Source: an optimization exercise on an open RTL-to-GDS flow (aim: small area and a short achievable clock period). Production flows keep margins and buffers that such runs may drop. The RTL was checked by simulation tests, not by an equivalence proof against the original design.

**config.mk**
```make
export PLATFORM = sky130hd
export DESIGN_NAME = p2core
export DESIGN_NICKNAME = p2core
export VERILOG_FILES = /design/flow/design.v
export SDC_FILE = /design/flow/constraint.sdc
export NUM_CORES = 8
export LEC_CHECK = 0
export CAP_MARGIN = 20
export CORE_MARGIN = 2
export CORE_UTILIZATION = 30
export PLACE_DENSITY = 0.4
export SLEW_MARGIN = 20
```
**constraint.sdc**
```tcl
create_clock -name core_clock -period 90.0 [get_ports {clk}]
set_input_delay 18.0000 -clock core_clock [delete_from_list [all_inputs] [get_ports {clk}]]
set_output_delay 18.0000 -clock core_clock [all_outputs]
set_load 0.01 [all_outputs]
```
**design.v**
```verilog
module p2core (
    input  logic        clk,
    input  logic        rst,
    output logic [31:0] imem_pc,
    input  logic [63:0] imem_word,
    input  logic        imem_ok,
    output logic        dmem_re,
    output logic        dmem_we,
    output logic [11:0] dmem_addr,
    output logic [31:0] dmem_wdata,
    input  logic [31:0] dmem_rdata,
    output logic        ret_valid,
    output logic [31:0] ret_pc,
    output logic        ret_has_dest,
    output logic [3:0]  ret_rd,
    output logic [31:0] ret_value,
    output logic        halted,
    output logic        fault,
    output logic [2:0]  fault_code,
    output logic [31:0] fault_pc,
    output logic [63:0] fault_info,
    output logic [31:0] cycles,
    output logic [31:0] retired
);
    localparam logic [31:0] PC_BASE = 32'd4000;
    localparam logic [3:0] OP_MOVC  = 4'h1, OP_ADD  = 4'h2, OP_SUB  = 4'h3, OP_AND = 4'h4,
                           OP_OR    = 4'h5, OP_XOR  = 4'h6, OP_MUL  = 4'h7, OP_DIV = 4'h8,
                           OP_LOAD  = 4'h9, OP_STORE = 4'hA, OP_BZ  = 4'hB, OP_BNZ = 4'hC,
                           OP_JUMP  = 4'hD, OP_NOP  = 4'hE, OP_HALT = 4'hF;
    localparam logic [3:0] I_NONE = 4'b0000, I_MOVC = 4'b0001, I_ADD = 4'b0010, I_SUB = 4'b0011,
                           I_AND  = 4'b0100, I_OR   = 4'b0101, I_XOR = 4'b0110,
                           I_LD   = 4'b1000, I_ST   = 4'b1001,
                           I_MUL  = 4'b1010, I_DIV  = 4'b1011,
                           I_BZ   = 4'b1100, I_BNZ  = 4'b1101, I_JUMP = 4'b1110;
    localparam logic [2:0] F_ILLEGAL = 3'd1, F_FETCH_RANGE = 3'd2, F_FETCH_ALIGN = 3'd3,
                           F_DIV_ZERO = 3'd4, F_DATA_RANGE = 3'd5;
    function automatic logic is_br(input logic [3:0] c);
        is_br = c[3] & c[2];
    endfunction
    function automatic logic is_mul(input logic [3:0] c);
        is_mul = c[3] & ~c[2] & c[1];
    endfunction
    function automatic logic is_int(input logic [3:0] c);
        is_int = ~c[3] | (c[3:1] == 3'b100);
    endfunction
    function automatic logic is_mem(input logic [3:0] c);
        is_mem = (c[3:1] == 3'b100);
    endfunction
    logic [31:0] q_pc;
    logic        q_fd_has, q_fd_ok, q_fetch_en, q_br_pend, q_mem_busy;
    logic        q_we_pre, q_re_pre;     
    logic        q_halted, q_fault;
    logic [2:0]  q_fcode;
    logic [31:0] q_fpc;                  
    logic [63:0] q_finfo;                
    logic [31:0] q_cycles, q_retired;
    logic        q_ret_valid, q_ret_hd;
    logic [3:0]  q_ret_rd;
    logic [31:0] q_ret_pc, q_ret_val;
    logic [31:0] q_hpc;                  
    logic [15:0][31:0] q_arf;
    logic [15:0]       q_arf_wr;         
    logic [15:0][3:0]  q_rt_tag;
    logic [15:0]       q_rt_src;
    logic [15:0]       q_rob_cmp, q_rob_rv, q_rob_hd, q_rob_tk;
    logic [15:0][3:0]  q_rob_rd;
    logic [15:0][31:0] q_rob_val;
    logic [3:0]        q_rob_head, q_rob_tail;
    logic [4:0]        q_rob_cnt;
    logic        q_rdl_has, q_rdl_hd, q_rdl_v1, q_rdl_v2;
    logic [3:0]  q_rdl_op, q_rdl_rd;
    logic [31:0] q_rdl_s1, q_rdl_s2, q_rdl_x;
    logic [7:0]        q_iq_alloc, q_iq_v1, q_iq_v2;
    logic [7:0][3:0]   q_iq_op, q_iq_tag;
    logic [7:0][31:0]  q_iq_s1, q_iq_s2;
    logic [7:0]        q_lsq_st, q_lsq_av;
    logic [7:0][31:0]  q_lsq_addr;
    logic [7:0][3:0]   q_lsq_rob;
    logic [2:0]        q_lsq_head, q_lsq_tail;
    logic [3:0]        q_lsq_cnt;
    logic        q_int_has, q_br_has;
    logic [3:0]  q_int_op, q_int_tag, q_br_op, q_br_tag;
    logic [31:0] q_int_a, q_int_b, q_br_a, q_br_b;
    logic        q_io_has, q_io_hd, q_mo_has, q_me_has, q_bo_has;
    logic [3:0]  q_io_tag, q_mo_tag, q_me_tag, q_bo_tag;
    logic        q_m1_has, q_m1_div, q_m2_has, q_m2_div, q_m2_neg, q_m2_dz;
    logic        q_m3_has, q_m3_div, q_m3_neg, q_m3_dz, q_m4_has, q_m4_div, q_m4_neg, q_m4_dz;
    logic [3:0]  q_m1_tag, q_m2_tag, q_m3_tag, q_m4_tag;
    logic [31:0] q_m1_a, q_m1_b;
    logic [31:0] q_m2_rem, q_m2_nq, q_m2_d, q_m3_rem, q_m3_nq, q_m3_d, q_m4_rem, q_m4_nq, q_m4_d;
    wire        s1_aneg = q_m1_div & q_m1_a[31];
    wire        s1_bneg = q_m1_div & q_m1_b[31];
    wire [31:0] s1_amag = s1_aneg ? (~q_m1_a + 32'd1) : q_m1_a;
    wire [31:0] s1_bmag = s1_bneg ? (~q_m1_b + 32'd1) : q_m1_b;
    wire [31:0] s1_prod = q_m1_a * q_m1_b;
    wire [0:0] dx0 = s1_amag[31];
    wire [31:0] dd0 = s1_bmag;
    wire [1:0] ddf0 = {1'b0, dx0} - {1'b0, dd0[0:0]};
    wire dok0 = ~|dd0[31:1] & ~ddf0[1];
    wire [0:0] drn0 = dok0 ? ddf0[0:0] : dx0;
    wire [31:0] dr1_r = 32'(drn0);
    wire [31:0] dr1_n = {s1_amag[30:0], dok0};
    wire [31:0] dr1_d = dd0;
    wire [1:0] dx1 = {dr1_r[0:0], dr1_n[31]};
    wire [31:0] dd1 = dr1_d;
    wire [2:0] ddf1 = {1'b0, dx1} - {1'b0, dd1[1:0]};
    wire dok1 = ~|dd1[31:2] & ~ddf1[2];
    wire [1:0] drn1 = dok1 ? ddf1[1:0] : dx1;
    wire [31:0] dr2_r = 32'(drn1);
    wire [31:0] dr2_n = {dr1_n[30:0], dok1};
    wire [31:0] dr2_d = dd1;
    wire [2:0] dx2 = {dr2_r[1:0], dr2_n[31]};
    wire [31:0] dd2 = dr2_d;
    wire [3:0] ddf2 = {1'b0, dx2} - {1'b0, dd2[2:0]};
    wire dok2 = ~|dd2[31:3] & ~ddf2[3];
    wire [2:0] drn2 = dok2 ? ddf2[2:0] : dx2;
    wire [31:0] dr3_r = 32'(drn2);
    wire [31:0] dr3_n = {dr2_n[30:0], dok2};
    wire [31:0] dr3_d = dd2;
    wire [3:0] dx3 = {dr3_r[2:0], dr3_n[31]};
    wire [31:0] dd3 = dr3_d;
    wire [4:0] ddf3 = {1'b0, dx3} - {1'b0, dd3[3:0]};
    wire dok3 = ~|dd3[31:4] & ~ddf3[4];
    wire [3:0] drn3 = dok3 ? ddf3[3:0] : dx3;
    wire [31:0] dr4_r = 32'(drn3);
    wire [31:0] dr4_n = {dr3_n[30:0], dok3};
    wire [31:0] dr4_d = dd3;
    wire [4:0] dx4 = {dr4_r[3:0], dr4_n[31]};
    wire [31:0] dd4 = dr4_d;
    wire [5:0] ddf4 = {1'b0, dx4} - {1'b0, dd4[4:0]};
    wire dok4 = ~|dd4[31:5] & ~ddf4[5];
    wire [4:0] drn4 = dok4 ? ddf4[4:0] : dx4;
    wire [31:0] dr5_r = 32'(drn4);
    wire [31:0] dr5_n = {dr4_n[30:0], dok4};
    wire [31:0] dr5_d = dd4;
    wire [5:0] dx5 = {dr5_r[4:0], dr5_n[31]};
    wire [31:0] dd5 = dr5_d;
    wire [6:0] ddf5 = {1'b0, dx5} - {1'b0, dd5[5:0]};
    wire dok5 = ~|dd5[31:6] & ~ddf5[6];
    wire [5:0] drn5 = dok5 ? ddf5[5:0] : dx5;
    wire [31:0] dr6_r = 32'(drn5);
    wire [31:0] dr6_n = {dr5_n[30:0], dok5};
    wire [31:0] dr6_d = dd5;
    wire [6:0] dx6 = {dr6_r[5:0], dr6_n[31]};
    wire [31:0] dd6 = dr6_d;
    wire [7:0] ddf6 = {1'b0, dx6} - {1'b0, dd6[6:0]};
    wire dok6 = ~|dd6[31:7] & ~ddf6[7];
    wire [6:0] drn6 = dok6 ? ddf6[6:0] : dx6;
    wire [31:0] dr7_r = 32'(drn6);
    wire [31:0] dr7_n = {dr6_n[30:0], dok6};
    wire [31:0] dr7_d = dd6;
    wire [7:0] dx7 = {dr7_r[6:0], dr7_n[31]};
    wire [31:0] dd7 = dr7_d;
    wire [8:0] ddf7 = {1'b0, dx7} - {1'b0, dd7[7:0]};
    wire dok7 = ~|dd7[31:8] & ~ddf7[8];
    wire [7:0] drn7 = dok7 ? ddf7[7:0] : dx7;
    wire [31:0] dr8_r = 32'(drn7);
    wire [31:0] dr8_n = {dr7_n[30:0], dok7};
    wire [31:0] dr8_d = dd7;
    wire [8:0] dx8 = {dr8_r[7:0], dr8_n[31]};
    wire [31:0] dd8 = dr8_d;
    wire [9:0] ddf8 = {1'b0, dx8} - {1'b0, dd8[8:0]};
    wire dok8 = ~|dd8[31:9] & ~ddf8[9];
    wire [8:0] drn8 = dok8 ? ddf8[8:0] : dx8;
    wire [31:0] dr9_r = 32'(drn8);
    wire [31:0] dr9_n = {dr8_n[30:0], dok8};
    wire [31:0] dr9_d = dd8;
    wire [9:0] dx9 = {dr9_r[8:0], dr9_n[31]};
    wire [31:0] dd9 = dr9_d;
    wire [10:0] ddf9 = {1'b0, dx9} - {1'b0, dd9[9:0]};
    wire dok9 = ~|dd9[31:10] & ~ddf9[10];
    wire [9:0] drn9 = dok9 ? ddf9[9:0] : dx9;
    wire [31:0] dr10_r = 32'(drn9);
    wire [31:0] dr10_n = {dr9_n[30:0], dok9};
    wire [31:0] dr10_d = dd9;
    wire [10:0] dx10 = {dr10_r[9:0], dr10_n[31]};
    wire [31:0] dd10 = dr10_d;
    wire [11:0] ddf10 = {1'b0, dx10} - {1'b0, dd10[10:0]};
    wire dok10 = ~|dd10[31:11] & ~ddf10[11];
    wire [10:0] drn10 = dok10 ? ddf10[10:0] : dx10;
    wire [31:0] dr11_r = 32'(drn10);
    wire [31:0] dr11_n = {dr10_n[30:0], dok10};
    wire [31:0] dr11_d = dd10;
    wire [11:0] dx11 = {q_m2_rem[10:0], q_m2_nq[31]};
    wire [31:0] dd11 = q_m2_d;
    wire [12:0] ddf11 = {1'b0, dx11} - {1'b0, dd11[11:0]};
    wire dok11 = ~|dd11[31:12] & ~ddf11[12];
    wire [11:0] drn11 = dok11 ? ddf11[11:0] : dx11;
    wire [31:0] dr12_r = 32'(drn11);
    wire [31:0] dr12_n = {q_m2_nq[30:0], dok11};
    wire [31:0] dr12_d = dd11;
    wire [12:0] dx12 = {dr12_r[11:0], dr12_n[31]};
    wire [31:0] dd12 = dr12_d;
    wire [13:0] ddf12 = {1'b0, dx12} - {1'b0, dd12[12:0]};
    wire dok12 = ~|dd12[31:13] & ~ddf12[13];
    wire [12:0] drn12 = dok12 ? ddf12[12:0] : dx12;
    wire [31:0] dr13_r = 32'(drn12);
    wire [31:0] dr13_n = {dr12_n[30:0], dok12};
    wire [31:0] dr13_d = dd12;
    wire [13:0] dx13 = {dr13_r[12:0], dr13_n[31]};
    wire [31:0] dd13 = dr13_d;
    wire [14:0] ddf13 = {1'b0, dx13} - {1'b0, dd13[13:0]};
    wire dok13 = ~|dd13[31:14] & ~ddf13[14];
    wire [13:0] drn13 = dok13 ? ddf13[13:0] : dx13;
    wire [31:0] dr14_r = 32'(drn13);
    wire [31:0] dr14_n = {dr13_n[30:0], dok13};
    wire [31:0] dr14_d = dd13;
    wire [14:0] dx14 = {dr14_r[13:0], dr14_n[31]};
    wire [31:0] dd14 = dr14_d;
    wire [15:0] ddf14 = {1'b0, dx14} - {1'b0, dd14[14:0]};
    wire dok14 = ~|dd14[31:15] & ~ddf14[15];
    wire [14:0] drn14 = dok14 ? ddf14[14:0] : dx14;
    wire [31:0] dr15_r = 32'(drn14);
    wire [31:0] dr15_n = {dr14_n[30:0], dok14};
    wire [31:0] dr15_d = dd14;
    wire [15:0] dx15 = {dr15_r[14:0], dr15_n[31]};
    wire [31:0] dd15 = dr15_d;
    wire [16:0] ddf15 = {1'b0, dx15} - {1'b0, dd15[15:0]};
    wire dok15 = ~|dd15[31:16] & ~ddf15[16];
    wire [15:0] drn15 = dok15 ? ddf15[15:0] : dx15;
    wire [31:0] dr16_r = 32'(drn15);
    wire [31:0] dr16_n = {dr15_n[30:0], dok15};
    wire [31:0] dr16_d = dd15;
    wire [16:0] dx16 = {dr16_r[15:0], dr16_n[31]};
    wire [31:0] dd16 = dr16_d;
    wire [17:0] ddf16 = {1'b0, dx16} - {1'b0, dd16[16:0]};
    wire dok16 = ~|dd16[31:17] & ~ddf16[17];
    wire [16:0] drn16 = dok16 ? ddf16[16:0] : dx16;
    wire [31:0] dr17_r = 32'(drn16);
    wire [31:0] dr17_n = {dr16_n[30:0], dok16};
    wire [31:0] dr17_d = dd16;
    wire [17:0] dx17 = {dr17_r[16:0], dr17_n[31]};
    wire [31:0] dd17 = dr17_d;
    wire [18:0] ddf17 = {1'b0, dx17} - {1'b0, dd17[17:0]};
    wire dok17 = ~|dd17[31:18] & ~ddf17[18];
    wire [17:0] drn17 = dok17 ? ddf17[17:0] : dx17;
    wire [31:0] dr18_r = 32'(drn17);
    wire [31:0] dr18_n = {dr17_n[30:0], dok17};
    wire [31:0] dr18_d = dd17;
    wire [18:0] dx18 = {q_m3_rem[17:0], q_m3_nq[31]};
    wire [31:0] dd18 = q_m3_d;
    wire [19:0] ddf18 = {1'b0, dx18} - {1'b0, dd18[18:0]};
    wire dok18 = ~|dd18[31:19] & ~ddf18[19];
    wire [18:0] drn18 = dok18 ? ddf18[18:0] : dx18;
    wire [31:0] dr19_r = 32'(drn18);
    wire [31:0] dr19_n = {q_m3_nq[30:0], dok18};
    wire [31:0] dr19_d = dd18;
    wire [19:0] dx19 = {dr19_r[18:0], dr19_n[31]};
    wire [31:0] dd19 = dr19_d;
    wire [20:0] ddf19 = {1'b0, dx19} - {1'b0, dd19[19:0]};
    wire dok19 = ~|dd19[31:20] & ~ddf19[20];
    wire [19:0] drn19 = dok19 ? ddf19[19:0] : dx19;
    wire [31:0] dr20_r = 32'(drn19);
    wire [31:0] dr20_n = {dr19_n[30:0], dok19};
    wire [31:0] dr20_d = dd19;
    wire [20:0] dx20 = {dr20_r[19:0], dr20_n[31]};
    wire [31:0] dd20 = dr20_d;
    wire [21:0] ddf20 = {1'b0, dx20} - {1'b0, dd20[20:0]};
    wire dok20 = ~|dd20[31:21] & ~ddf20[21];
    wire [20:0] drn20 = dok20 ? ddf20[20:0] : dx20;
    wire [31:0] dr21_r = 32'(drn20);
    wire [31:0] dr21_n = {dr20_n[30:0], dok20};
    wire [31:0] dr21_d = dd20;
    wire [21:0] dx21 = {dr21_r[20:0], dr21_n[31]};
    wire [31:0] dd21 = dr21_d;
    wire [22:0] ddf21 = {1'b0, dx21} - {1'b0, dd21[21:0]};
    wire dok21 = ~|dd21[31:22] & ~ddf21[22];
    wire [21:0] drn21 = dok21 ? ddf21[21:0] : dx21;
    wire [31:0] dr22_r = 32'(drn21);
    wire [31:0] dr22_n = {dr21_n[30:0], dok21};
    wire [31:0] dr22_d = dd21;
    wire [22:0] dx22 = {dr22_r[21:0], dr22_n[31]};
    wire [31:0] dd22 = dr22_d;
    wire [23:0] ddf22 = {1'b0, dx22} - {1'b0, dd22[22:0]};
    wire dok22 = ~|dd22[31:23] & ~ddf22[23];
    wire [22:0] drn22 = dok22 ? ddf22[22:0] : dx22;
    wire [31:0] dr23_r = 32'(drn22);
    wire [31:0] dr23_n = {dr22_n[30:0], dok22};
    wire [31:0] dr23_d = dd22;
    wire [23:0] dx23 = {dr23_r[22:0], dr23_n[31]};
    wire [31:0] dd23 = dr23_d;
    wire [24:0] ddf23 = {1'b0, dx23} - {1'b0, dd23[23:0]};
    wire dok23 = ~|dd23[31:24] & ~ddf23[24];
    wire [23:0] drn23 = dok23 ? ddf23[23:0] : dx23;
    wire [31:0] dr24_r = 32'(drn23);
    wire [31:0] dr24_n = {dr23_n[30:0], dok23};
    wire [31:0] dr24_d = dd23;
    wire [24:0] dx24 = {dr24_r[23:0], dr24_n[31]};
    wire [31:0] dd24 = dr24_d;
    wire [25:0] ddf24 = {1'b0, dx24} - {1'b0, dd24[24:0]};
    wire dok24 = ~|dd24[31:25] & ~ddf24[25];
    wire [24:0] drn24 = dok24 ? ddf24[24:0] : dx24;
    wire [31:0] dr25_r = 32'(drn24);
    wire [31:0] dr25_n = {dr24_n[30:0], dok24};
    wire [31:0] dr25_d = dd24;
    wire [25:0] dx25 = {q_m4_rem[24:0], q_m4_nq[31]};
    wire [31:0] dd25 = q_m4_d;
    wire [26:0] ddf25 = {1'b0, dx25} - {1'b0, dd25[25:0]};
    wire dok25 = ~|dd25[31:26] & ~ddf25[26];
    wire [25:0] drn25 = dok25 ? ddf25[25:0] : dx25;
    wire [31:0] dr26_r = 32'(drn25);
    wire [31:0] dr26_n = {q_m4_nq[30:0], dok25};
    wire [31:0] dr26_d = dd25;
    wire [26:0] dx26 = {dr26_r[25:0], dr26_n[31]};
    wire [31:0] dd26 = dr26_d;
    wire [27:0] ddf26 = {1'b0, dx26} - {1'b0, dd26[26:0]};
    wire dok26 = ~|dd26[31:27] & ~ddf26[27];
    wire [26:0] drn26 = dok26 ? ddf26[26:0] : dx26;
    wire [31:0] dr27_r = 32'(drn26);
    wire [31:0] dr27_n = {dr26_n[30:0], dok26};
    wire [31:0] dr27_d = dd26;
    wire [27:0] dx27 = {dr27_r[26:0], dr27_n[31]};
    wire [31:0] dd27 = dr27_d;
    wire [28:0] ddf27 = {1'b0, dx27} - {1'b0, dd27[27:0]};
    wire dok27 = ~|dd27[31:28] & ~ddf27[28];
    wire [27:0] drn27 = dok27 ? ddf27[27:0] : dx27;
    wire [31:0] dr28_r = 32'(drn27);
    wire [31:0] dr28_n = {dr27_n[30:0], dok27};
    wire [31:0] dr28_d = dd27;
    wire [28:0] dx28 = {dr28_r[27:0], dr28_n[31]};
    wire [31:0] dd28 = dr28_d;
    wire [29:0] ddf28 = {1'b0, dx28} - {1'b0, dd28[28:0]};
    wire dok28 = ~|dd28[31:29] & ~ddf28[29];
    wire [28:0] drn28 = dok28 ? ddf28[28:0] : dx28;
    wire [31:0] dr29_r = 32'(drn28);
    wire [31:0] dr29_n = {dr28_n[30:0], dok28};
    wire [31:0] dr29_d = dd28;
    wire [29:0] dx29 = {dr29_r[28:0], dr29_n[31]};
    wire [31:0] dd29 = dr29_d;
    wire [30:0] ddf29 = {1'b0, dx29} - {1'b0, dd29[29:0]};
    wire dok29 = ~|dd29[31:30] & ~ddf29[30];
    wire [29:0] drn29 = dok29 ? ddf29[29:0] : dx29;
    wire [31:0] dr30_r = 32'(drn29);
    wire [31:0] dr30_n = {dr29_n[30:0], dok29};
    wire [31:0] dr30_d = dd29;
    wire [30:0] dx30 = {dr30_r[29:0], dr30_n[31]};
    wire [31:0] dd30 = dr30_d;
    wire [31:0] ddf30 = {1'b0, dx30} - {1'b0, dd30[30:0]};
    wire dok30 = ~|dd30[31:31] & ~ddf30[31];
    wire [30:0] drn30 = dok30 ? ddf30[30:0] : dx30;
    wire [31:0] dr31_r = 32'(drn30);
    wire [31:0] dr31_n = {dr30_n[30:0], dok30};
    wire [31:0] dr31_d = dd30;
    wire [31:0] dx31 = {dr31_r[30:0], dr31_n[31]};
    wire [31:0] dd31 = dr31_d;
    wire [32:0] ddf31 = {1'b0, dx31} - {1'b0, dd31[31:0]};
    wire dok31 = 1'b1 & ~ddf31[32];
    wire [31:0] drn31 = dok31 ? ddf31[31:0] : dx31;
    wire [31:0] dquot = {dr31_n[30:0], dok31};
    wire [31:0] m4_value = q_m4_div ? (q_m4_neg ? (~dquot + 32'd1) : dquot) : q_m4_d;
    wire        run     = ~q_halted & ~q_fault;
    wire [3:0]  h       = q_rob_head;
    wire        ret_go  = (q_rob_cnt != 5'd0) & q_rob_cmp[h];
    wire [31:0] val_h   = q_rob_val[h];
    wire [3:0]  rd_h    = q_rob_rd[h];
    wire        arf_go  = ret_go & q_rob_hd[h];
    wire        rt_clr  = arf_go & q_rt_src[rd_h] & (q_rt_tag[rd_h] == h) &
                          ~(q_rdl_has & q_rdl_hd & (q_rdl_rd == rd_h));
    wire [3:0]  head1   = h + {3'd0, ret_go};
    wire [4:0]  cnt1    = q_rob_cnt - {4'd0, ret_go};
    wire io_f = q_io_has & q_io_hd;
    function automatic logic [32:0] fwd(input logic v, input logic [31:0] s,
                                        input logic iof, input logic [3:0] iot, input logic [31:0] iov,
                                        input logic mof, input logic [3:0] mot, input logic [31:0] mov,
                                        input logic mef, input logic [3:0] met, input logic [31:0] mev);
        logic hi, hm, he;
        hi = iof & ~v & (s[3:0] == iot);
        hm = mof & ~v & (s[3:0] == mot);
        he = mef & ~v & (s[3:0] == met);
        fwd[32]   = v | hi | hm | he;
        fwd[31:0] = ({32{hi}} & iov) | ({32{hm}} & mov) | ({32{he}} & mev) |
                    ({32{~(hi | hm | he)}} & s);
    endfunction
    wire [7:0]       fv1 = q_iq_v1, fv2 = q_iq_v2;
    wire [7:0][31:0] fs1 = q_iq_s1, fs2 = q_iq_s2;
    wire             frv1 = q_rdl_v1, frv2 = q_rdl_v2;
    wire [31:0]      frs1 = q_rdl_s1, frs2 = q_rdl_s2;
    logic [15:0] rv_set, cmp_fwd;
    always_comb begin
        for (int i = 0; i < 16; i++) begin
            rv_set[i]  = (io_f & (q_io_tag == 4'(i))) | (q_mo_has & (q_mo_tag == 4'(i))) |
                         (q_me_has & (q_me_tag == 4'(i)));
            cmp_fwd[i] = rv_set[i] | (q_io_has & (q_io_tag == 4'(i))) | (q_bo_has & (q_bo_tag == 4'(i)));
        end
    end
    wire [2:0]  lh        = q_lsq_head;
    wire [31:0] head_addr = q_lsq_addr[lh];
    wire [3:0]  head_rob  = q_lsq_rob[lh];
    wire        head_st   = q_lsq_st[lh];
    wire        head_oob  = (head_addr[31:12] != 20'd0);
    wire        mem_acc   = q_mem_busy & ~head_oob;
    wire        mem_flt   = run & q_mem_busy & head_oob;
    wire        mem_start = ~q_mem_busy & (q_lsq_cnt != 4'd0) & q_lsq_av[lh] &
                            (~head_st | (head_rob == head1));
    wire [3:0]  lcnt1     = q_lsq_cnt - {3'd0, mem_acc};
    assign dmem_addr  = head_addr[11:0];
    assign dmem_wdata = val_h;
    assign dmem_we    = r_we_pre & ~rst;
    assign dmem_re    = r_re_pre & ~rst;
    wire dz_m4   = q_m4_has & q_m4_div & q_m4_dz;
    wire div_flt = run & ~mem_flt & dz_m4;
    wire mo_go   = q_m4_has & ~(q_m4_div & q_m4_dz);
    wire stop2   = mem_flt | div_flt;
    wire        int_mem = is_mem(q_int_op);
    wire        int_st  = (q_int_op == I_ST);
    wire [2:0]  int_li  = q_int_tag[2:0];
    wire        int_sub = (q_int_op == I_SUB);
    wire [31:0] add_x   = int_mem ? q_lsq_addr[int_li] : q_int_a;
    wire [31:0] add_s   = add_x + (q_int_b ^ {32{int_sub}}) + {31'd0, int_sub};
    wire [31:0] ea      = add_s;
    logic [31:0] iv;
    always_comb begin
        case (q_int_op)
            I_MOVC:  iv = q_int_b;
            I_ADD:   iv = add_s;
            I_SUB:   iv = add_s;
            I_AND:   iv = q_int_a & q_int_b;
            I_OR:    iv = q_int_a | q_int_b;
            default: iv = q_int_a ^ q_int_b;
        endcase
    end
    wire [3:0]  st_rob  = q_lsq_rob[int_li];
    wire        io_go   = q_int_has & ~int_mem;
    wire        iw_go   = q_int_has & (~int_mem | int_st);
    wire [3:0]  iw_idx  = int_st ? st_rob : q_int_tag;
    wire [31:0] iw_val  = int_st ? q_int_a : iv;
    logic        taken;
    logic [31:0] target;
    always_comb begin
        case (q_br_op)
            I_BZ:    begin taken = (q_br_a == 32'd0); target = q_br_b;          end
            I_BNZ:   begin taken = (q_br_a != 32'd0); target = q_br_b;          end
            default: begin taken = 1'b1;              target = q_br_a + q_br_b; end
        endcase
    end
    wire br_tk = q_br_has & taken;
    logic [7:0] rdy_i, rdy_m, rdy_b, sel_i, sel_m, sel_b;
    always_comb begin
        for (int k = 0; k < 8; k++) begin
            rdy_i[k] = q_iq_alloc[k] & fv1[k] & fv2[k] & is_int(q_iq_op[k]);
            rdy_m[k] = q_iq_alloc[k] & fv1[k] & fv2[k] & is_mul(q_iq_op[k]);
            rdy_b[k] = q_iq_alloc[k] & fv1[k] & fv2[k] & is_br(q_iq_op[k]);
        end
        sel_i = rdy_i & ~(rdy_i - 8'd1);
        sel_m = rdy_m & ~(rdy_m - 8'd1);
        sel_b = rdy_b & ~(rdy_b - 8'd1);
    end
    wire [7:0] alloc1 = q_iq_alloc & ~(sel_i | sel_m | sel_b);
    logic [3:0]  n_int_op, n_int_tag, n_br_op, n_br_tag, n_m1_tag;
    logic        n_m1_div;
    logic [31:0] n_int_a, n_int_b, n_br_a, n_br_b, n_m1_a, n_m1_b;
    logic [7:0] iq_div;
    always_comb
        for (int k = 0; k < 8; k++) iq_div[k] = (q_iq_op[k] == I_DIV);
    always_comb begin
        n_int_op = '0;  n_int_tag = '0;  n_int_a = '0;  n_int_b = '0;
        n_m1_div = '0;  n_m1_tag = '0;   n_m1_a = '0;   n_m1_b = '0;
        n_br_op = '0;   n_br_tag = '0;   n_br_a = '0;   n_br_b = '0;
        for (int k = 0; k < 8; k++) begin
            n_int_op  = n_int_op  | ({4{sel_i[k]}} & q_iq_op[k]);
            n_int_tag = n_int_tag | ({4{sel_i[k]}} & q_iq_tag[k]);
            n_int_a   = n_int_a   | ({32{sel_i[k]}} & fs1[k]);
            n_int_b   = n_int_b   | ({32{sel_i[k]}} & fs2[k]);
            n_m1_div  = n_m1_div  | (sel_m[k] & iq_div[k]);
            n_m1_tag  = n_m1_tag  | ({4{sel_m[k]}} & q_iq_tag[k]);
            n_m1_a    = n_m1_a    | ({32{sel_m[k]}} & fs1[k]);
            n_m1_b    = n_m1_b    | ({32{sel_m[k]}} & fs2[k]);
            n_br_op   = n_br_op   | ({4{sel_b[k]}} & q_iq_op[k]);
            n_br_tag  = n_br_tag  | ({4{sel_b[k]}} & q_iq_tag[k]);
            n_br_a    = n_br_a    | ({32{sel_b[k]}} & fs1[k]);
            n_br_b    = n_br_b    | ({32{sel_b[k]}} & fs2[k]);
        end
    end
    wire [7:0] freev   = ~alloc1;
    wire [7:0] fsel    = freev & ~(freev - 8'd1);
    wire       rdl_mem = is_mem(q_rdl_op);
    wire       disp    = q_rdl_has & (freev != 8'd0) & (cnt1 != 5'd16) &
                         ~(rdl_mem & (lcnt1 == 4'd8));
    wire [3:0] t       = q_rob_tail;
    wire [3:0] tail1   = t + {3'd0, disp};
    wire [2:0] lt      = q_lsq_tail;
    wire       rdl_has2 = q_rdl_has & ~disp;
    wire [63:0] w     = q_finfo;
    wire [3:0]  fop   = w[59:56];
    logic [3:0] iop;
    logic       d_rd, d_s1, d_s2;
    always_comb begin
        d_rd = 1'b0;  d_s1 = 1'b0;  d_s2 = 1'b0;
        case (fop)
            OP_MOVC:  begin iop = I_MOVC; d_rd = 1'b1; end
            OP_ADD:   begin iop = I_ADD;  d_rd = 1'b1; d_s1 = 1'b1; d_s2 = 1'b1; end
            OP_SUB:   begin iop = I_SUB;  d_rd = 1'b1; d_s1 = 1'b1; d_s2 = 1'b1; end
            OP_AND:   begin iop = I_AND;  d_rd = 1'b1; d_s1 = 1'b1; d_s2 = 1'b1; end
            OP_OR:    begin iop = I_OR;   d_rd = 1'b1; d_s1 = 1'b1; d_s2 = 1'b1; end
            OP_XOR:   begin iop = I_XOR;  d_rd = 1'b1; d_s1 = 1'b1; d_s2 = 1'b1; end
            OP_MUL:   begin iop = I_MUL;  d_rd = 1'b1; d_s1 = 1'b1; d_s2 = 1'b1; end
            OP_DIV:   begin iop = I_DIV;  d_rd = 1'b1; d_s1 = 1'b1; d_s2 = 1'b1; end
            OP_LOAD:  begin iop = I_LD;   d_rd = 1'b1; d_s1 = 1'b1; end
            OP_STORE: begin iop = I_ST;   d_s1 = 1'b1; d_s2 = 1'b1; end
            OP_BZ:    begin iop = I_BZ;   d_s1 = 1'b1; end
            OP_BNZ:   begin iop = I_BNZ;  d_s1 = 1'b1; end
            OP_JUMP:  begin iop = I_JUMP; d_s1 = 1'b1; end
            default:  begin iop = I_NONE; end
        endcase
    end
    wire illegal = (w[63:56] == 8'h00) || (w[63:56] > 8'h0F) ||
                   (d_rd && w[55:52] != 4'd0) || (d_s1 && w[47:44] != 4'd0) ||
                   (d_s2 && w[39:36] != 4'd0);
    wire fd_has1  = q_fd_has & ~br_tk;
    wire br_pend1 = q_br_pend & ~q_br_has;
    wire ren_try  = fd_has1 & ~br_pend1 & ~rdl_has2;
    wire f_flt    = run & ~stop2 & ren_try & ~q_fd_ok;
    wire i_flt    = run & ~stop2 & ren_try & q_fd_ok & illegal;
    wire ren      = ren_try & q_fd_ok & ~illegal;
    wire       ld   = (iop == I_LD);
    wire [3:0] r1   = w[43:40];
    wire [3:0] r2   = ld ? w[43:40] : w[35:32];
    wire       use1 = d_s1 & ~ld;
    wire       use2 = d_s2 | ld;
    function automatic logic [32:0] src_read(input logic [3:0] r, input logic [31:0] robv);
        logic [3:0]  p;
        logic        insrc, rvp;
        logic [31:0] av;
        p     = q_rt_tag[r];
        insrc = q_rt_src[r];
        rvp   = (q_rob_rv[p] | rv_set[p]) & ~(disp & q_rdl_hd & (q_rdl_rd == r));
        av    = q_arf_wr[r] ? q_arf[r] : 32'd0;
        if (!insrc)   src_read = {1'b1, av};
        else if (rvp) src_read = {1'b1, robv};
        else          src_read = {1'b0, 28'd0, p};
    endfunction
    wire        mf_pend = q_mem_busy & head_oob;
    wire [3:0]  p1r  = mf_pend ? head_rob : dz_m4 ? q_m4_tag : q_rt_tag[r1];
    wire [31:0] robv1 = q_rob_val[p1r];
    wire [31:0] robv2 = q_rob_val[q_rt_tag[r2]];
    wire [32:0] rs1v = src_read(r1, robv1);
    wire [32:0] rs2v = src_read(r2, robv2);
    wire [31:0] imm2 = (iop == I_BZ || iop == I_BNZ) ? q_fpc + w[31:0] : w[31:0];
    wire        nv1  = use1 ? rs1v[32] : 1'b1;
    wire [31:0] ns1  = use1 ? rs1v[31:0] : w[31:0];
    wire        nv2  = use2 ? rs2v[32] : 1'b1;
    wire [31:0] ns2  = use2 ? rs2v[31:0] : imm2;
    wire stop3  = stop2 | f_flt | i_flt;
    wire n_run  = run & ~stop3 & ~(ret_go & ~q_rob_hd[h] & (rd_h == 4'hF));
    wire fd_has2 = fd_has1 & ~ren;
    wire fetch  = run & ~stop3 & ~br_tk & (q_fetch_en | br_tk) & ~fd_has2;
    wire [31:0] pc_inc = q_pc + 32'd4;
    wire        dw_go  = disp | br_tk;
    wire [3:0]  dw_idx = br_tk ? q_br_tag : t;
    wire [31:0] dw_val = br_tk ? target : q_rdl_x;
    logic [15:0][31:0] n_rob_val;
    always_comb begin
        for (int i = 0; i < 16; i++) begin
            logic wd, wi, wm, we;
            wd = dw_go & (dw_idx == 4'(i));
            wi = iw_go & (iw_idx == 4'(i));
            wm = mo_go & (q_m4_tag == 4'(i));
            we = mem_acc & ~head_st & (head_rob == 4'(i));
            n_rob_val[i] = ({32{wd}} & dw_val) | ({32{wi}} & iw_val) | ({32{wm}} & m4_value) |
                           ({32{we}} & dmem_rdata) |
                           ({32{~(wd | wi | wm | we)}} & q_rob_val[i]);
        end
    end
    wire        fi_zero = run & (div_flt | f_flt);
    wire        fp_hold = ~(mem_flt | div_flt | fetch);
    wire        fi_hold = ~(mem_flt | fi_zero | fetch);
    wire [31:0] n_fpc   = ({32{mem_flt & head_st}} & q_hpc) | ({32{mem_flt & ~head_st}} & robv1) |
                          ({32{div_flt}} & robv1) | ({32{fetch}} & q_pc) | ({32{fp_hold}} & q_fpc);
    wire [63:0] n_finfo = ({64{mem_flt}} & {32'd0, head_addr}) | ({64{fetch}} & imem_word) |
                          ({64{fi_hold}} & q_finfo);
    wire ci_go = q_int_has & ~int_mem;
    wire ce_go = mem_acc & ~head_st;
    logic [7:0]       cv1, cv2;
    logic [7:0][31:0] cs1, cs2;
    logic             crv1, crv2;
    logic [31:0]      crs1, crs2;
    always_comb begin
        for (int k = 0; k < 8; k++) begin
            if (disp && fsel[k]) begin
                {cv1[k], cs1[k]} = fwd(q_rdl_v1, q_rdl_s1, ci_go, q_int_tag, iv,
                                       mo_go, q_m4_tag, m4_value, ce_go, head_rob, dmem_rdata);
                {cv2[k], cs2[k]} = fwd(q_rdl_v2, q_rdl_s2, ci_go, q_int_tag, iv,
                                       mo_go, q_m4_tag, m4_value, ce_go, head_rob, dmem_rdata);
            end else begin
                {cv1[k], cs1[k]} = fwd(q_iq_v1[k], q_iq_s1[k], ci_go, q_int_tag, iv,
                                       mo_go, q_m4_tag, m4_value, ce_go, head_rob, dmem_rdata);
                {cv2[k], cs2[k]} = fwd(q_iq_v2[k], q_iq_s2[k], ci_go, q_int_tag, iv,
                                       mo_go, q_m4_tag, m4_value, ce_go, head_rob, dmem_rdata);
            end
        end
        if (ren) begin
            {crv1, crs1} = fwd(nv1, ns1, ci_go, q_int_tag, iv,
                               mo_go, q_m4_tag, m4_value, ce_go, head_rob, dmem_rdata);
            {crv2, crs2} = fwd(nv2, ns2, ci_go, q_int_tag, iv,
                               mo_go, q_m4_tag, m4_value, ce_go, head_rob, dmem_rdata);
        end else begin
            {crv1, crs1} = fwd(q_rdl_v1, q_rdl_s1, ci_go, q_int_tag, iv,
                               mo_go, q_m4_tag, m4_value, ce_go, head_rob, dmem_rdata);
            {crv2, crs2} = fwd(q_rdl_v2, q_rdl_s2, ci_go, q_int_tag, iv,
                               mo_go, q_m4_tag, m4_value, ce_go, head_rob, dmem_rdata);
        end
    end
    logic rst_q;
    logic [31:0] r_pc, n_pc;
    assign q_pc = rst_q ? PC_BASE : r_pc;
    logic [31:0] r_hpc, n_hpc;
    assign q_hpc = rst_q ? PC_BASE : r_hpc;
    logic r_fd_has, n_fd_has;
    assign q_fd_has = rst_q ? 1'b0 : r_fd_has;
    logic r_fetch_en, n_fetch_en;
    assign q_fetch_en = rst_q ? 1'b1 : r_fetch_en;
    logic r_br_pend, n_br_pend;
    assign q_br_pend = rst_q ? 1'b0 : r_br_pend;
    logic r_mem_busy, n_mem_busy;
    assign q_mem_busy = rst_q ? 1'b0 : r_mem_busy;
    logic r_we_pre, n_we_pre;
    assign q_we_pre = rst_q ? 1'b0 : r_we_pre;
    logic r_re_pre, n_re_pre;
    assign q_re_pre = rst_q ? 1'b0 : r_re_pre;
    logic r_halted, n_halted;
    assign q_halted = rst_q ? 1'b0 : r_halted;
    logic r_fault, n_fault;
    assign q_fault = rst_q ? 1'b0 : r_fault;
    logic [31:0] r_cycles, n_cycles;
    assign q_cycles = rst_q ? 32'd0 : r_cycles;
    logic [31:0] r_retired, n_retired;
    assign q_retired = rst_q ? 32'd0 : r_retired;
    logic r_ret_valid, n_ret_valid;
    assign q_ret_valid = rst_q ? 1'b0 : r_ret_valid;
    logic [15:0] r_arf_wr, n_arf_wr;
    assign q_arf_wr = rst_q ? 16'd0 : r_arf_wr;
    logic [15:0] r_rt_src, n_rt_src;
    assign q_rt_src = rst_q ? 16'd0 : r_rt_src;
    logic [3:0] r_rob_head, n_rob_head;
    assign q_rob_head = rst_q ? 4'd0 : r_rob_head;
    logic [3:0] r_rob_tail, n_rob_tail;
    assign q_rob_tail = rst_q ? 4'd0 : r_rob_tail;
    logic [4:0] r_rob_cnt, n_rob_cnt;
    assign q_rob_cnt = rst_q ? 5'd0 : r_rob_cnt;
    logic r_rdl_has, n_rdl_has;
    assign q_rdl_has = rst_q ? 1'b0 : r_rdl_has;
    logic [7:0] r_iq_alloc, n_iq_alloc;
    assign q_iq_alloc = rst_q ? 8'd0 : r_iq_alloc;
    logic [2:0] r_lsq_head, n_lsq_head;
    assign q_lsq_head = rst_q ? 3'd0 : r_lsq_head;
    logic [2:0] r_lsq_tail, n_lsq_tail;
    assign q_lsq_tail = rst_q ? 3'd0 : r_lsq_tail;
    logic [3:0] r_lsq_cnt, n_lsq_cnt;
    assign q_lsq_cnt = rst_q ? 4'd0 : r_lsq_cnt;
    logic r_int_has, n_int_has;
    assign q_int_has = rst_q ? 1'b0 : r_int_has;
    logic r_br_has, n_br_has;
    assign q_br_has = rst_q ? 1'b0 : r_br_has;
    logic r_m1_has, n_m1_has;
    assign q_m1_has = rst_q ? 1'b0 : r_m1_has;
    logic r_m2_has, n_m2_has;
    assign q_m2_has = rst_q ? 1'b0 : r_m2_has;
    logic r_m3_has, n_m3_has;
    assign q_m3_has = rst_q ? 1'b0 : r_m3_has;
    logic r_m4_has, n_m4_has;
    assign q_m4_has = rst_q ? 1'b0 : r_m4_has;
    logic r_io_has, n_io_has;
    assign q_io_has = rst_q ? 1'b0 : r_io_has;
    logic r_mo_has, n_mo_has;
    assign q_mo_has = rst_q ? 1'b0 : r_mo_has;
    logic r_me_has, n_me_has;
    assign q_me_has = rst_q ? 1'b0 : r_me_has;
    logic r_bo_has, n_bo_has;
    assign q_bo_has = rst_q ? 1'b0 : r_bo_has;
    always_comb begin
        n_pc = q_pc;
        n_hpc = q_hpc;
        n_fd_has = q_fd_has;
        n_fetch_en = q_fetch_en;
        n_br_pend = q_br_pend;
        n_mem_busy = q_mem_busy;
        n_we_pre = q_we_pre;
        n_re_pre = q_re_pre;
        n_halted = q_halted;
        n_fault = q_fault;
        n_cycles = q_cycles;
        n_retired = q_retired;
        n_ret_valid = q_ret_valid;
        n_arf_wr = q_arf_wr;
        n_rt_src = q_rt_src;
        n_rob_head = q_rob_head;
        n_rob_tail = q_rob_tail;
        n_rob_cnt = q_rob_cnt;
        n_rdl_has = q_rdl_has;
        n_iq_alloc = q_iq_alloc;
        n_lsq_head = q_lsq_head;
        n_lsq_tail = q_lsq_tail;
        n_lsq_cnt = q_lsq_cnt;
        n_int_has = q_int_has;
        n_br_has = q_br_has;
        n_m1_has = q_m1_has;
        n_m2_has = q_m2_has;
        n_m3_has = q_m3_has;
        n_m4_has = q_m4_has;
        n_io_has = q_io_has;
        n_mo_has = q_mo_has;
        n_me_has = q_me_has;
        n_bo_has = q_bo_has;
        if (run) begin
            n_cycles = q_cycles + 32'd1;
            if (ret_go) begin
                n_retired = q_retired + 32'd1;
                n_hpc     = q_rob_tk[h] ? val_h : q_hpc + 32'd4;
                if (!q_rob_hd[h] && rd_h == 4'hF) n_halted = 1'b1;
            end
            if (stop3) n_fault = 1'b1;
            if (!stop2 && br_tk) n_pc = target;
            else if (fetch)      n_pc = pc_inc;
        end
        n_ret_valid = run & ret_go;
        n_fd_has   = fd_has2 | fetch;
        if (fetch) n_fetch_en = ~(imem_ok && imem_word[63:56] == 8'h0F);
        else if (br_tk) n_fetch_en = 1'b1;
        n_br_pend  = br_pend1 | (ren & is_br(iop));
        n_mem_busy = q_mem_busy ? ~mem_acc : mem_start;
        n_we_pre   = ~rst & n_run & mem_start & ~head_oob & head_st;
        n_re_pre   = ~rst & n_run & mem_start & ~head_oob & ~head_st;
        if (arf_go) n_arf_wr[rd_h] = 1'b1;
        for (int r = 0; r < 16; r++) begin
            if (ren && d_rd && w[51:48] == 4'(r)) n_rt_src[r] = 1'b1;
            else if (rt_clr && rd_h == 4'(r))    n_rt_src[r] = 1'b0;
        end
        n_rob_head = head1;
        n_rob_tail = tail1;
        n_rob_cnt  = cnt1 + {4'd0, disp};
        n_rdl_has  = rdl_has2 | ren;
        n_iq_alloc = alloc1 | (disp ? fsel : 8'd0);
        if (mem_acc) n_lsq_head = lh + 3'd1;
        if (disp && rdl_mem) n_lsq_tail = lt + 3'd1;
        n_lsq_cnt = lcnt1 + {3'd0, disp & rdl_mem};
        n_int_has = (sel_i != 8'd0);
        n_br_has  = (sel_b != 8'd0);
        n_m1_has  = (sel_m != 8'd0);
        n_m2_has  = q_m1_has;  n_m3_has = q_m2_has;  n_m4_has = q_m3_has;
        n_io_has = io_go;
        n_mo_has = mo_go;
        n_me_has = mem_acc & ~head_st;
        n_bo_has = q_br_has;
    end
    always_ff @(posedge clk) begin
        rst_q <= rst;
        r_pc <= n_pc;
        r_hpc <= n_hpc;
        r_fd_has <= n_fd_has;
        r_fetch_en <= n_fetch_en;
        r_br_pend <= n_br_pend;
        r_mem_busy <= n_mem_busy;
        r_we_pre <= n_we_pre;
        r_re_pre <= n_re_pre;
        r_halted <= n_halted;
        r_fault <= n_fault;
        r_cycles <= n_cycles;
        r_retired <= n_retired;
        r_ret_valid <= n_ret_valid;
        r_arf_wr <= n_arf_wr;
        r_rt_src <= n_rt_src;
        r_rob_head <= n_rob_head;
        r_rob_tail <= n_rob_tail;
        r_rob_cnt <= n_rob_cnt;
        r_rdl_has <= n_rdl_has;
        r_iq_alloc <= n_iq_alloc;
        r_lsq_head <= n_lsq_head;
        r_lsq_tail <= n_lsq_tail;
        r_lsq_cnt <= n_lsq_cnt;
        r_int_has <= n_int_has;
        r_br_has <= n_br_has;
        r_m1_has <= n_m1_has;
        r_m2_has <= n_m2_has;
        r_m3_has <= n_m3_has;
        r_m4_has <= n_m4_has;
        r_io_has <= n_io_has;
        r_mo_has <= n_mo_has;
        r_me_has <= n_me_has;
        r_bo_has <= n_bo_has;
    end
    always_ff @(posedge clk) begin
        if (run) begin
            if (mem_flt)      q_fcode <= F_DATA_RANGE;
            else if (div_flt) q_fcode <= F_DIV_ZERO;
            else if (f_flt)   q_fcode <= (q_fpc[1:0] != 2'd0) ? F_FETCH_ALIGN : F_FETCH_RANGE;
            else if (i_flt)   q_fcode <= F_ILLEGAL;
        end
        q_fpc   <= n_fpc;
        q_finfo <= n_finfo;
        if (fetch) q_fd_ok <= imem_ok;
        q_ret_pc  <= q_hpc;
        q_ret_hd  <= q_rob_hd[h];
        q_ret_rd  <= rd_h;
        q_ret_val <= val_h;
        if (arf_go) q_arf[rd_h] <= val_h;
        if (ren && d_rd) q_rt_tag[w[51:48]] <= tail1;
        for (int i = 0; i < 16; i++) begin
            if (disp && t == 4'(i)) begin
                q_rob_cmp[i]  <= 1'b0;
                q_rob_rv[i]   <= 1'b0;
                q_rob_hd[i]   <= q_rdl_hd;
                q_rob_rd[i]   <= q_rdl_rd;
                q_rob_tk[i]   <= 1'b0;
            end else begin
                if (cmp_fwd[i] || (mem_acc && head_st && head_rob == 4'(i))) q_rob_cmp[i] <= 1'b1;
                if (rv_set[i]) q_rob_rv[i] <= 1'b1;
                if (q_br_has && q_br_tag == 4'(i)) q_rob_tk[i] <= taken;
            end
            q_rob_val[i] <= n_rob_val[i];
        end
        if (ren) begin
            q_rdl_op   <= iop;
            q_rdl_rd   <= d_rd ? w[51:48] : {4{fop == OP_HALT}};
            q_rdl_hd   <= d_rd;
            q_rdl_x    <= (iop == I_ST) ? w[31:0] : q_fpc;
        end
        q_rdl_v1 <= crv1;  q_rdl_s1 <= crs1;
        q_rdl_v2 <= crv2;  q_rdl_s2 <= crs2;
        for (int k = 0; k < 8; k++) begin
            if (disp && fsel[k]) begin
                q_iq_op[k]  <= q_rdl_op;
                q_iq_tag[k] <= rdl_mem ? {1'b0, lt} : t;
            end
            q_iq_v1[k] <= cv1[k];  q_iq_s1[k] <= cs1[k];
            q_iq_v2[k] <= cv2[k];  q_iq_s2[k] <= cs2[k];
        end
        for (int l = 0; l < 8; l++) begin
            if (disp && rdl_mem && lt == 3'(l)) begin
                q_lsq_st[l]   <= (q_rdl_op == I_ST);
                q_lsq_av[l]   <= 1'b0;
                q_lsq_rob[l]  <= t;
                q_lsq_addr[l] <= (q_rdl_op == I_ST) ? q_rdl_x : q_rdl_s1;
            end else if (q_int_has && int_mem && int_li == 3'(l)) begin
                q_lsq_av[l]   <= 1'b1;
                q_lsq_addr[l] <= ea;
            end
        end
        q_int_op <= n_int_op;  q_int_tag <= n_int_tag;  q_int_a <= n_int_a;  q_int_b <= n_int_b;
        q_br_op  <= n_br_op;   q_br_tag  <= n_br_tag;   q_br_a  <= n_br_a;   q_br_b  <= n_br_b;
        q_m1_div <= n_m1_div;  q_m1_tag  <= n_m1_tag;   q_m1_a  <= n_m1_a;   q_m1_b  <= n_m1_b;
        q_m2_div <= q_m1_div;  q_m2_tag <= q_m1_tag;
        q_m2_neg <= s1_aneg ^ s1_bneg;
        q_m2_dz  <= (q_m1_b == 32'd0);
        q_m2_rem <= dr11_r;  q_m2_nq <= dr11_n;
        q_m2_d   <= q_m1_div ? s1_bmag : s1_prod;
        q_m3_div <= q_m2_div;  q_m3_tag <= q_m2_tag;  q_m3_neg <= q_m2_neg;  q_m3_dz <= q_m2_dz;
        q_m3_rem <= dr18_r;  q_m3_nq <= dr18_n;  q_m3_d <= q_m2_d;
        q_m4_div <= q_m3_div;  q_m4_tag <= q_m3_tag;  q_m4_neg <= q_m3_neg;  q_m4_dz <= q_m3_dz;
        q_m4_rem <= dr25_r;  q_m4_nq <= dr25_n;  q_m4_d <= q_m3_d;
        q_io_hd  <= (q_int_op != I_NONE);
        q_io_tag <= q_int_tag;
        q_mo_tag <= q_m4_tag;
        q_me_tag <= head_rob;
        q_bo_tag <= q_br_tag;
    end
    assign imem_pc      = q_pc;
    assign ret_valid    = q_ret_valid;
    assign ret_pc       = q_ret_pc;
    assign ret_has_dest = q_ret_hd;
    assign ret_rd       = q_ret_rd;
    assign ret_value    = q_ret_val;
    assign halted       = q_halted;
    assign fault        = q_fault;
    assign fault_code   = q_fcode;
    assign fault_pc     = q_fpc;
    assign fault_info   = q_finfo;
    assign cycles       = q_cycles;
    assign retired      = q_retired;
endmodule
```
**flow/run.sh**
```bash
#!/bin/bash
# Layout flow: the standard ORFS flow (standard.sh), with one setting
# changed: ports are buffered with sky130_fd_sc_hd__buf_2 (instead of the
# default delay buffer). Everything else (synthesis, floorplan, power grid,
# placement, clock tree, routing) is the standard flow. ORFS writes each
# step's full log under orfs/logs/; the make output goes to flow_make.log here.
set -o pipefail
bash standard.sh finish \
  "BUFFER_PORTS_ARGS=-buffer_cell sky130_fd_sc_hd__buf_2" \
  > flow_make.log 2>&1
status=$?
tail -40 flow_make.log
exit $status
```
**standard.sh**
```bash
#!/bin/bash
# synth_recipe.tcl (not shown) runs the flow's synth.tcl, then flattens the netlist and writes it again
# the make line also repeats each setting of config.mk as NAME=value (left out here)
make -C /OpenROAD-flow-scripts/flow DESIGN_CONFIG=/design/flow/config.mk WORK_HOME=/design/flow/orfs CLKGATE_MAP_FILE= SYNTH_SCRIPT=/design/flow/synth_recipe.tcl "${@:-finish}"
```
==> qor.csv, run 1 <==
stage;metric;value;unit
outcome;outcome;complete, but fails checks;
outcome;SO Faults;max-capacitance violations, max-slew violations;
setup_path;Arrival @ worst endpoint;18.39;ns
logic_synthesis;Mapped Nets;25500;
clock_tree;TritonCTS clock tree;done;
clock_tree;# H-tree levels;5;
floorplanning;Initial Utilization;30.1;%
timing;Max Fclk;27.5;MHz
place;Placed Area;239000;µm²
logic_synthesis;number of flops mapped to enable cells by yosys;1061;
logic_synthesis;Seq cells post-synth;3104;
detailed_routing;final WL;1370000;µm
timing;Final Slew Violations;2;
logic_synthesis;Post-Syn Instances;24100;
detailed_routing;DR DRC count;0;
hold_path;Hold WC Path Type;reg -> reg;
timing;min Tclk post-route;36.39;ns
final_layout;Util after Layout;34.2;%
clock_tree;CTS sink cnt;3104;
logic_synthesis;Mapped Area;222000;µm²
grt;number of global-route vias before repair;210000;
timing;RSZ-0062 raised after global routing;false;
floorplanning;total core area;740000;µm²
final_layout;fin nets;25200;
setup_path;crit start category;primary input;
detailed_routing;DRT iter0 DRCs;37500;
final_layout;final instance area;253000;µm²
setup_path;CP Class;in -> out;
clock_tree;CTS buffer count;398;
grt;largest net degree at the start of global routing;169;
timing;Slew @ Worst Pin;1.60;ns
place;Port Buffer Count;411;
logic_synthesis;sequential area share after synthesis;32.7;%
run;maximum capacitance violations;1;
place;routability cong.;0.994;
floorplanning;Ports;412;
final_layout;most frequent cells in the layout;nand2_1 (2810), dfxtp_1 (2021), a21oi_1 (1693);
timing;clk_skew;0.142;ns
clock_tree;Worst-Skew Late Latency;1.19;ns
logic_synthesis;Syn Area/Cell;9.22;µm²
floorplanning;die height;865;µm
floorplanning;Die ar.;749000;µm²
setup_path;Setup crit end kind;output pin;
floorplanning;row count;316;
detailed_routing;WL per Instance;40.1;µm
place;HPWL Detailed;919000;µm
detailed_routing;Final ANT Viol Nets;0;
setup_path;CP required;72.00;ns
timing;setup TNS;0;ns
final_layout;area grow syn2layout;13.9;%
clock_tree;root buf cell;clkbuf_16;
logic_synthesis;main flop type after synthesis;dfxtp_1;
setup_path;crit-path max FO;4;
setup_path;CP dominant cell by count;buf_2;
timing;WHS;0.308;ns
logic_synthesis;Ys Warns;1;
final_layout;share of layout cells above drive strength 1;17.5;%
floorplanning;Die X;865;µm
setup_path;cells along the critical path;buf_2 -> nor2b_1 -> buf_2;
detailed_routing;total number of vias;226000;
final_layout;commonest non-fill, non-tap cell in the layout;nand2_1;
timing;final number of setup-violating endpoints;0;
final_layout;Fillers;75800;
timing;Final Cycle Share;40.4;%
logic_synthesis;Yosys cell types;121;
setup_path;Worst path slowest cell;buf_2;
timing;Rel. slew slack;-7.33;%
clock_tree;CTS max path bufs;4;
clock_tree;cts hold-fix bufs;0;
grt;gr ovfl total;0;
clock_tree;Post-CTS Resized;0;
logic_synthesis;asr flop ratio synth;0;%
grt;GRT Overall Usage;34.9;%
timing;final hold vios;0;
clock_tree;post-CTS setup buffer count;0;
detailed_routing;1st-pass router iterations;15;
detailed_routing;drt via density;6.59;
grt;antenna violations before repair;212;
grt;first-pass GRT wire length;1840000;µm
setup_path;CP peak stage delay;0.14;ns
clock_tree;clock transition at the registers of the reported paths;0.07;ns
cell usage after synthesis (all sizes together) (113+ instances only):
master	instances	area share, %
nor4	113	0.34
clkbuf	1792	3.0
ha	842	4.7
nand2b	121	0.34
buf	337	0.67
a211oi	173	0.59
inv	1084	1.8
edfxtp	1061	14
and3	222	0.62
o21ai	1516	3.4
nand3	396	0.89
a21oi	1723	3.9
o221ai	378	1.5
o211ai	237	0.81
xnor2	498	2.0
a31oi	180	0.51
nor2b	225	0.63
xor2	402	1.6
mux2i	515	2.3
mux4	655	6.6
dfxtp	2043	18
and2	204	0.57
nor2	1283	2.2
a21boi	125	0.42
o21a	168	0.57
mux2	928	4.7
nand2	2824	4.8
a221o	347	1.6
a221oi	555	2.2
nor3	335	0.77
fa	441	4.0
a21o	179	0.60
a222oi	741	3.3
a22oi	390	1.3
worst paths after layout:
path                                   from  depth (start not counted)            to
worst max register to register    q_m3_d[1]                        108  q_m4_rem[17]
worst min register to register  q_m2_nq[19]                          0   q_m3_nq[26]
worst max-delay path                    rst                          3       dmem_re
worst min-delay path            q_m2_nq[19]                          0   q_m3_nq[26]
sequential cells by signal (all words and copies together), names as in the netlist, 64 cells and up:
signal / count
q_arf: 512
q_rob_val: 512
q_iq_s1: 256
q_iq_s2: 256
q_lsq_addr: 256
q_finfo: 64
q_rob_rd: 64
q_rt_tag: 64
routing by layer:
| metal | track usage (%) | vias up | part of all wire, % |
|---|---|---|---|
| met4 | 25.5 | 90 | 9.0 |
| met1 | 41.9 | 113000 | 37 |
| met5 | 0.559 | - | 0.12 |
| met2 | 50.3 | 16500 | 41 |
| li1 | - | 91200 | - |
| met3 | 14.1 | 5252 | 13 |
worst max-delay path: cells and delay by family:
family | cells | cell delay [ns]
buffers and inverters | 2 | 0.26
AND/OR/NAND/NOR | 1 | 0.12
cell families (layout without fill, tap and decap cells):
logic type      after synthesis  in the layout  synth area share (%)
buf+inv                    3220           3234                  5.53
compound gates             7402           7402                  23.4
xor+xnor                    900            900                  3.54
simple gates               6125           6125                  12.4
fa+ha+maj                  1283           1283                  8.70
other cells                   0            275                     0
flops                      3104           3104                  32.7
mux                        2098           2098                  13.7
layout make-up:
cell class	count	area (µm²)	area share, %
multi-input cells	17800	140000	55.3
clock inverters	150	1600	0.632
clock buffers	586	11800	4.66
well taps	9858	12300	4.87
flip-flops and latches	3104	72800	28.7
repair buffers	1407	9820	3.88
inverters	1091	4140	1.63
diodes	275	688	0.272
stage by stage:
step                setup slack [ns]  std cells
floorplan                      53.82      24100
global placement               53.60      33200
detailed placement             53.61      33300
CTS                            53.60      34000
global route                   53.58      34100
finish                         53.61      34300
==> run 2, diff against run 1 <==
==> flow/run.sh (replaced) <==
#!/bin/bash
# Layout flow: the standard ORFS flow (standard.sh), with two settings
# changed:
#  - ports are buffered with sky130_fd_sc_hd__buf_2 (instead of the default
#    delay buffer);
#  - clock tree synthesis builds its tree from clkbuf_4, clusters up to 7
#    registers within 40 um per leaf buffer and inserts no dummy loads.
# Everything else (synthesis, floorplan, power grid, placement, routing) is
# the standard flow. ORFS writes each step's full log under orfs/logs/; the
# make output goes to flow_make.log here.
set -o pipefail
bash standard.sh finish \
  "BUFFER_PORTS_ARGS=-buffer_cell sky130_fd_sc_hd__buf_2" \
  "CTS_ARGS=-sink_clustering_enable -repair_clock_nets -dont_use_dummy_load -buf_list sky130_fd_sc_hd__clkbuf_4 -sink_clustering_size 7 -sink_clustering_max_diameter 40" \
  > flow_make.log 2>&1
status=$?
tail -40 flow_make.log
exit $status
--- a/config.mk
+++ b/config.mk
@@ -5,8 +5,8 @@
 export SDC_FILE = /design/flow/constraint.sdc
 export NUM_CORES = 8
 export LEC_CHECK = 0
-export CAP_MARGIN = 20
+export CAP_MARGIN = 30
 export CORE_MARGIN = 2
 export CORE_UTILIZATION = 30
 export PLACE_DENSITY = 0.4
-export SLEW_MARGIN = 20
+export SLEW_MARGIN = 30
==> run 2 against run 1 <==
  * Flip-flop and latch count did not move
  * Final cell count rose by 0.14%
  * Synthesized area unchanged
  * Now clean on timing, DRC and antenna
  * Fmax about the same
  * Clock skew grew 0.20 ns
  * Die area stayed put
  * Count of clock-buffer cells in the layout rose by 131
  * Non-clock buffer count is 8 higher
==> qor.csv, run 2 <==
stage;metric;value;unit;change
timing;Final Cycle Share;40.4;%;about the same
detailed_routing;DRT iter0 DRCs;37700;;was 37500
outcome;outcome;finished clean;;was complete, but fails checks
clock_tree;CTS max path bufs;4;;unchanged
logic_synthesis;top cell type's share of synthesized area;18.4;%;unchanged
timing;final hold vios;0;;unchanged
setup_path;Worst path slowest cell;buf_2;;unchanged
clock_tree;TritonCTS clock tree;done;;unchanged
final_layout;most frequent cells in the layout;nand2_1 (2807), dfxtp_1 (2021), a21oi_1 (1681);;was nand2_1 (2810), dfxtp_1 (2021), a21oi_1 (1693)
setup_path;Setup crit end kind;output pin;;unchanged
grt;gr ovfl total;0;;unchanged
place;routability cong.;0.994;;unchanged
timing;Final Slew Violations;0;;was 2
grt;largest net degree at the start of global routing;169;;unchanged
timing;setup TNS;0;ns;unchanged
floorplanning;Die ar.;749000;µm²;unchanged
logic_synthesis;biggest area consumer among synthesized cells;dfxtp_1;;unchanged
timing;Max Fclk;27.5;MHz;about the same
floorplanning;Ports;412;;unchanged
logic_synthesis;number of flops mapped to enable cells by yosys;1061;;unchanged
clock_tree;post-CTS setup buffer count;0;;unchanged
floorplanning;row count;316;;unchanged
timing;RSZ-0062 raised after global routing;false;;unchanged
logic_synthesis;Seq cells post-synth;3104;;unchanged
grt;number of global-route vias before repair;212000;;was 210000
run;maximum capacitance violations;0;;was 1
detailed_routing;final WL;1380000;µm;was 1370000 µm
timing;Slew @ Worst Pin;1.25;ns;was 1.60 ns
detailed_routing;drt via density;6.61;;was 6.59
logic_synthesis;asr flop ratio synth;0;%;unchanged
detailed_routing;1st-pass router iterations;17;;was 15
clock_tree;CTS buffer count;717;;was 398
setup_path;CP required;72.00;ns;about the same
setup_path;crit-path max FO;4;;unchanged
clock_tree;CTS sink cnt;3104;;unchanged
floorplanning;Initial Utilization;30.1;%;unchanged
timing;WHS;0.127;ns;was 0.308 ns
setup_path;cells along the critical path;buf_2 -> nor2b_1 -> buf_2;;unchanged
final_layout;area grow syn2layout;10.5;%;was 13.9%
grt;antenna violations before repair;216;;was 212
setup_path;Arrival @ worst endpoint;18.38;ns;was 18.39 ns
hold_path;Hold WC Path Type;reg -> reg;;unchanged
timing;clk_skew;0.341;ns;was 0.142 ns
setup_path;crit start category;primary input;;unchanged
clock_tree;Post-CTS Resized;0;;unchanged
logic_synthesis;Post-Syn Instances;24100;;unchanged
logic_synthesis;Ys Warns;1;;unchanged
setup_path;CP Class;in -> out;;unchanged
logic_synthesis;sequential area share after synthesis;32.7;%;unchanged
logic_synthesis;Mapped Nets;25500;;unchanged
clock_tree;clock transition at the registers of the reported paths;0.08;ns;was 0.07 ns
final_layout;Largest regs;q_arf: 512 flops, q_rob_val: 512 flops;;unchanged
grt;GRT Overall Usage;35.0;%;was 34.9%
logic_synthesis;count leader, synth;nand2_1;;unchanged
final_layout;commonest non-fill, non-tap cell in the layout;nand2_1;;unchanged
final_layout;Fillers;77000;;was 75800
place;HPWL Detailed;919000;µm;about the same
clock_tree;Worst-Skew Late Latency;2.06;ns;was 1.19 ns
clock_tree;cts hold-fix bufs;0;;unchanged
logic_synthesis;Syn Area/Cell;9.22;µm²;unchanged
detailed_routing;total number of vias;227000;;was 226000
clock_tree;# H-tree levels;6;;was 5
final_layout;Util after Layout;33.2;%;was 34.2%
final_layout;fin nets;25500;;was 25200
timing;Rel. slew slack;13.9;%;was -7.33%
timing;min Tclk post-route;36.38;ns;was 36.39 ns
logic_synthesis;synth cell count leaders;nand2_1 (2824), dfxtp_1 (2043), clkbuf_1 (1792), a21oi_1 (1722), o21ai_0 (1457);;unchanged
clock_tree;root buf cell;clkbuf_4;;was clkbuf_16
place;Placed Area;239000;µm²;about the same
setup_path;CP dominant cell by count;buf_2;;unchanged
detailed_routing;Final ANT Viol Nets;0;;unchanged
logic_synthesis;Yosys cell types;121;;unchanged
final_layout;share of layout cells above drive strength 1;18.1;%;was 17.5%
floorplanning;Die X;865;µm;unchanged
place;placed cells;33300;;about the same
place;Port Buffer Count;411;;unchanged
logic_synthesis;main flop type after synthesis;dfxtp_1;;unchanged
logic_synthesis;Mapped Area;222000;µm²;unchanged
detailed_routing;DR DRC count;0;;unchanged
floorplanning;die height;865;µm;unchanged
final_layout;final instance area;246000;µm²;was 253000 µm²
setup_path;CP peak stage delay;0.14;ns;about the same
floorplanning;total core area;740000;µm²;unchanged
detailed_routing;WL per Instance;40.1;µm;about the same
logic_synthesis;synth top area cells;dfxtp_1 (18%), edfxtp_1 (14%), mux4_2 (6.6%);;unchanged
grt;first-pass GRT wire length;1840000;µm;about the same
final_layout;Layout Cells excl Fill;34300;;about the same
timing;final number of setup-violating endpoints;0;;unchanged
run 2: worst paths after layout:
| path | startpoint | to | slack, ns | cells after the start |
|---|---|---|---|---|
| setup / recovery | rst | dmem_re | 53.62 | 3 |
| hold / removal | q_m2_nq[13] | q_m3_nq[20] | 0.13 | 0 |
| setup reg to reg | q_m3_d[1] | q_m4_rem[10] | 60.60 | 109 |
| hold reg to reg | q_m2_nq[13] | q_m3_nq[20] | 0.13 | 0 |
run 2: kinds of logic (layout without fill, tap and decap cells):
kind of cell / count (synthesis) / count (layout) / synth area share (%)
other cells: 0 / 334 / 0
mux: 2098 / 2098 / 13.7
flops: 3104 / 3104 / 32.7
fa+ha+maj: 1283 / 1283 / 8.70
compound gates: 7402 / 7402 / 23.4
buf+inv: 3220 / 3223 / 5.53
xor+xnor: 900 / 900 / 3.54
simple gates: 6125 / 6125 / 12.4
run 2: layout make-up:
type                    count  area, µm²  area share (%)
repair buffers           1415       9900            4.03
diodes                    334        836           0.340
multi-input cells       17800     140000            57.1
flip-flops and latches   3104      72800            29.6
inverters                1091       4140            1.68
well taps                9858      12300            5.02
clock buffers             717       5380            2.19
run 2: layer usage:
metal / wire length, µm / vias to the layer above / track usage [%]
li1: - / 91700 / -
met1: 513000 / 113000 / 41.7
met2: 563000 / 16800 / 50.4
met3: 177000 / 5197 / 14.5
met4: 120000 / 84 / 25.5
met5: 1580 / - / 0.711
run 2: critical path, delay by kind of cell:
kind | cells | cell delay (ns)
simple gates | 1 | 0.11
buf+inv | 2 | 0.26
run 2: per-stage QoR:
stage,worst slack (ns)
6_report,53.62
2_1_floorplan,53.82
3_5_place_dp,53.62
4_1_cts,53.61
3_3_place_gp,53.60
5_1_grt,53.58

[what the ideal ports hide]
In the flow no input, the clock included, has a driving cell. The finished layouts below were timed again as built, in two steps. Step 1 assumes that a clkbuf_16 drives the clock port and a buf_2 every other input. Step 2 also shifts input and output timing later by t, the mid clock arrival at the registers, as if the neighbouring blocks saw the same clock. Slacks: no drivers / after step 1 / after step 2; pairs: no drivers / after step 1.
run	t (ns)	slack for setup (ns)	worst setup path after step 2	worst register clock-pin slew, ns
run 1	1.277	53.614 / 53.590 / 53.590	input to output	0.07 / 0.07
run 2	2.045	53.624 / 53.600 / 53.600	input to output	0.10 / 0.10
